Background: an optimization exercise with open tools, aiming at small area, a short achievable clock period and few clock cycles. Do not read the settings as production practice. Power and IR drop assume default switching activity.

==> flow/design.v <==
module crcarc (
    input  wire        clk,
    input  wire        rst,         
    input  wire        cmd_valid,
    output wire        cmd_ready,
    input  wire [11:0] cmd,
    output reg         rsp_valid,
    output wire [31:0] rsp
);
    localparam [3:0] OP_NOP       = 4'h0;
    localparam [3:0] OP_CRC_CLR   = 4'h1;
    localparam [3:0] OP_CRC_BYTE  = 4'h2;
    localparam [3:0] OP_DEC_START = 4'h3;
    localparam [3:0] OP_DEC_CHAR  = 4'h4;
    localparam [3:0] OP_HEX_START = 4'h5;
    localparam [3:0] OP_HEX_CHAR  = 4'h6;
    localparam [3:0] OP_HEX_CHECK = 4'h7;
    localparam [3:0] OP_RD        = 4'h8;
    localparam [2:0] D_IDLE  = 3'd0;
    localparam [2:0] D_RUN   = 3'd3;
    localparam [2:0] D_DONE  = 3'd4;
    localparam [2:0] D_DIGIT = 3'd1;
    localparam [2:0] D_POINT = 3'd2;
    localparam [2:0] D_CFG   = 3'd5;
    localparam [2:0] D_SEQ   = 3'd6;
    localparam [2:0] H_IDLE  = 3'd0;
    localparam [2:0] H_RUN   = 3'd1;
    localparam [2:0] H_DONE  = 3'd2;
    localparam [2:0] H_HEX   = 3'd3;
    localparam [2:0] H_LEN   = 3'd4;
    localparam [2:0] H_SEQ   = 3'd6;
    reg [15:0] crc;
    reg [29:0] acc;         
    reg [3:0]  digits;
    reg [3:0]  decimals;
    reg [3:0]  dpos;
    reg [2:0]  dcode;
    reg [15:0] hexv;
    reg [2:0]  hcnt;
    reg [2:0]  hcode;
    reg [15:0] calc;
    reg        match;
    reg        ill;
    reg        cv;
    reg [11:0] cq;
    reg [4:0]  rsel;
    assign cmd_ready = 1'b1;
    wire [3:0] op  = cq[11:8];
    wire [7:0] arg = cq[7:0];
    reg [15:0] crc_next_byte;
    integer    i;
    always @(*) begin
        crc_next_byte = crc ^ {8'h00, arg};
        for (i = 0; i < 8; i = i + 1) begin
            if (crc_next_byte[0])
                crc_next_byte = (crc_next_byte >> 1) ^ 16'hA001;
            else
                crc_next_byte = crc_next_byte >> 1;
        end
    end
    wire       arg_is_digit = (arg >= 8'h30) && (arg <= 8'h39);
    wire       arg_is_point = (arg == 8'h2E);
    wire [4:0] cfg_sum      = {1'b0, arg[7:4]} + {1'b0, arg[3:0]};
    wire       cfg_legal    = (arg[7:4] != 4'd0) && (cfg_sum <= 5'd9);
    wire [4:0] dec_len      = (decimals == 4'd0) ? {1'b0, digits}
                                                 : {1'b0, digits} + {1'b0, decimals} + 5'd1;
    wire       at_point     = (decimals != 4'd0) && (dpos == digits);
    wire       dec_last     = ({1'b0, dpos} + 5'd1) == dec_len;
    wire [28:0] acc5        = acc[28:0] + {acc[26:0], 2'b00} + {26'd0, arg[3:1]};
    wire [29:0] acc_next    = {acc5, arg[0]};
    wire [1:0] dstate = (dcode == D_IDLE) ? 2'd0 :
                        (dcode == D_RUN)  ? 2'd1 :
                        (dcode == D_DONE) ? 2'd2 : 2'd3;
    wire [3:0] derrc  = (dstate == 2'd3) ? {1'b0, dcode} : 4'd0;
    wire       d_run  = (dcode == D_RUN);
    wire       d_err  = (dstate == 2'd3);
    wire       arg_is_upper = (arg >= 8'h41) && (arg <= 8'h46);
    wire       arg_is_lower = (arg >= 8'h61) && (arg <= 8'h66);
    wire       arg_is_hex   = arg_is_digit || arg_is_upper || arg_is_lower;
    wire [3:0] hex_val      = arg_is_digit ? arg[3:0] : (arg[3:0] + 4'd9);
    wire       h_err  = hcode[2] | (hcode[1] & hcode[0]);
    wire [1:0] hstate = h_err ? 2'd3 : hcode[1:0];
    wire [3:0] herrc  = h_err ? {1'b0, hcode} : 4'd0;
    wire       h_run  = (hcode == H_RUN);
    wire [31:0] status = {decimals, digits, 1'b0, hcnt, dpos, herrc, derrc,
                          2'b00, ill, match, hstate, dstate};
    assign rsp = ({32{rsel[0]}} & {16'd0, crc})
               | ({32{rsel[1]}} & {2'd0, acc})
               | ({32{rsel[2]}} & {16'd0, hexv})
               | ({32{rsel[3]}} & {16'd0, calc})
               | ({32{rsel[4]}} & status);
    always @(posedge clk) begin
        cq   <= cmd;
        rsel <= 5'd0;
        if (cv && op == OP_RD && arg[7:3] == 5'd0) begin
            rsel[0] <= (arg[2:0] == 3'd0);
            rsel[1] <= (arg[2:0] == 3'd1);
            rsel[2] <= (arg[2:0] == 3'd2);
            rsel[3] <= (arg[2:0] == 3'd3);
            rsel[4] <= (arg[2:0] == 3'd4);
        end
        if (rst) begin
            cv        <= 1'b0;
            crc       <= 16'd0;
            acc       <= 30'd0;
            digits    <= 4'd0;
            decimals  <= 4'd0;
            dpos      <= 4'd0;
            dcode     <= D_IDLE;
            hexv      <= 16'd0;
            hcnt      <= 3'd0;
            hcode     <= H_IDLE;
            calc      <= 16'd0;
            match     <= 1'b0;
            ill       <= 1'b0;
            rsp_valid <= 1'b0;
        end else begin
            cv        <= cmd_valid;
            rsp_valid <= 1'b0;
            if (cv) begin
                case (op)
                    OP_NOP: ;
                    OP_CRC_CLR:  crc <= 16'd0;
                    OP_CRC_BYTE: crc <= crc_next_byte;
                    OP_DEC_START: begin
                        digits   <= arg[7:4];
                        decimals <= arg[3:0];
                        acc      <= 30'd0;
                        dpos     <= 4'd0;
                        dcode    <= cfg_legal ? D_RUN : D_CFG;
                    end
                    OP_DEC_CHAR: begin
                        if (d_run) begin
                            if (at_point) begin
                                if (arg_is_point)
                                    dpos <= dpos + 4'd1;
                                else
                                    dcode <= D_POINT;
                            end else if (arg_is_digit) begin
                                acc  <= acc_next;
                                dpos <= dpos + 4'd1;
                                if (dec_last)
                                    dcode <= D_DONE;
                            end else
                                dcode <= D_DIGIT;
                        end else if (!d_err)
                            dcode <= D_SEQ;
                    end
                    OP_HEX_START: begin
                        hexv  <= 16'd0;
                        hcnt  <= 3'd0;
                        calc  <= 16'd0;
                        match <= 1'b0;
                        hcode <= H_RUN;
                    end
                    OP_HEX_CHAR: begin
                        if (h_run) begin
                            if (!arg_is_hex)
                                hcode <= H_HEX;
                            else if (hcnt == 3'd4)
                                hcode <= H_LEN;
                            else begin
                                hexv <= {hexv[11:0], hex_val};
                                hcnt <= hcnt + 3'd1;
                            end
                        end else if (!h_err)
                            hcode <= H_SEQ;
                    end
                    OP_HEX_CHECK: begin
                        if (h_run) begin
                            if (hcnt == 3'd4) begin
                                calc  <= crc;
                                match <= (hexv == crc);
                                hcode <= H_DONE;
                            end else
                                hcode <= H_LEN;
                        end else if (!h_err)
                            hcode <= H_SEQ;
                    end
                    OP_RD: begin
                        rsp_valid <= 1'b1;
                        if (arg > 8'h04)
                            ill <= 1'b1;
                    end
                    default: ill <= 1'b1;    
                endcase
            end
        end
    end
endmodule
clock: 5.0 ns
lec_check: 0
cap_margin: 20
core_margin: 2
core_utilization: 40
slew_margin: 20
run.sh (not shown) runs the stock make flow with config.mk's settings and CLKGATE_MAP_FILE= SYNTH_SCRIPT=/design/flow/synth_recipe.tcl, a recipe that flattens the netlist after the stock synthesis.
The starting point completed with no timing, DRC or antenna violations.
Then changed:
- ABC_CLOCK_PERIOD_IN_PS: unset -> 2500
- SETUP_SLACK_MARGIN: unset -> 2.5
Routed wire length increases by 16%.
Global-route usage increases by 2.4 points.
Design area increases by 14%.
Area after synthesis is unchanged.
Critical path depth increases by 3.
Die area is unchanged.
Non-clock buffer count increases by 66.
Final cell count increases by 5.6%.
Then changed:
- ABC_CLOCK_PERIOD_IN_PS: 2500 -> unset
- SETUP_SLACK_MARGIN: 2.5 -> 2.0
=> The new run completed without violations; final area is lower by 8.9%; worst setup slack degrades by 44 ps; synthesized cell count is unchanged; total power rises by 2.1%; utilization fell by 4.7 points; via count went down by 7.1%.
Function was not checked in any run of this note: the RTL went through the layout flow alone.

==> static timing again, ports no longer ideal <==
In the flow no input, the clock included, has a driving cell. The finished layouts below were timed again as built, in two steps. Step 1 assumes that a clkbuf_16 drives the clock port and a buf_2 every other input. Step 2 also shifts input and output timing later by t, the mid clock arrival at the registers, as if the neighbouring blocks saw the same clock. a / b / c = ideal ports / drivers / drivers and shift; a / b = the first two.
run | t (ns) | setup WS [ns] | worst data-port slew with drivers (ns)
the first run | 0.458 | 1.317 / 1.317 / 1.317 | 0.03
the second run | 0.463 | 2.078 / 2.078 / 2.078 | 0.03
the third run | 0.465 | 2.034 / 1.990 / 2.086 | 0.03
After both steps every run listed still meets setup and hold.
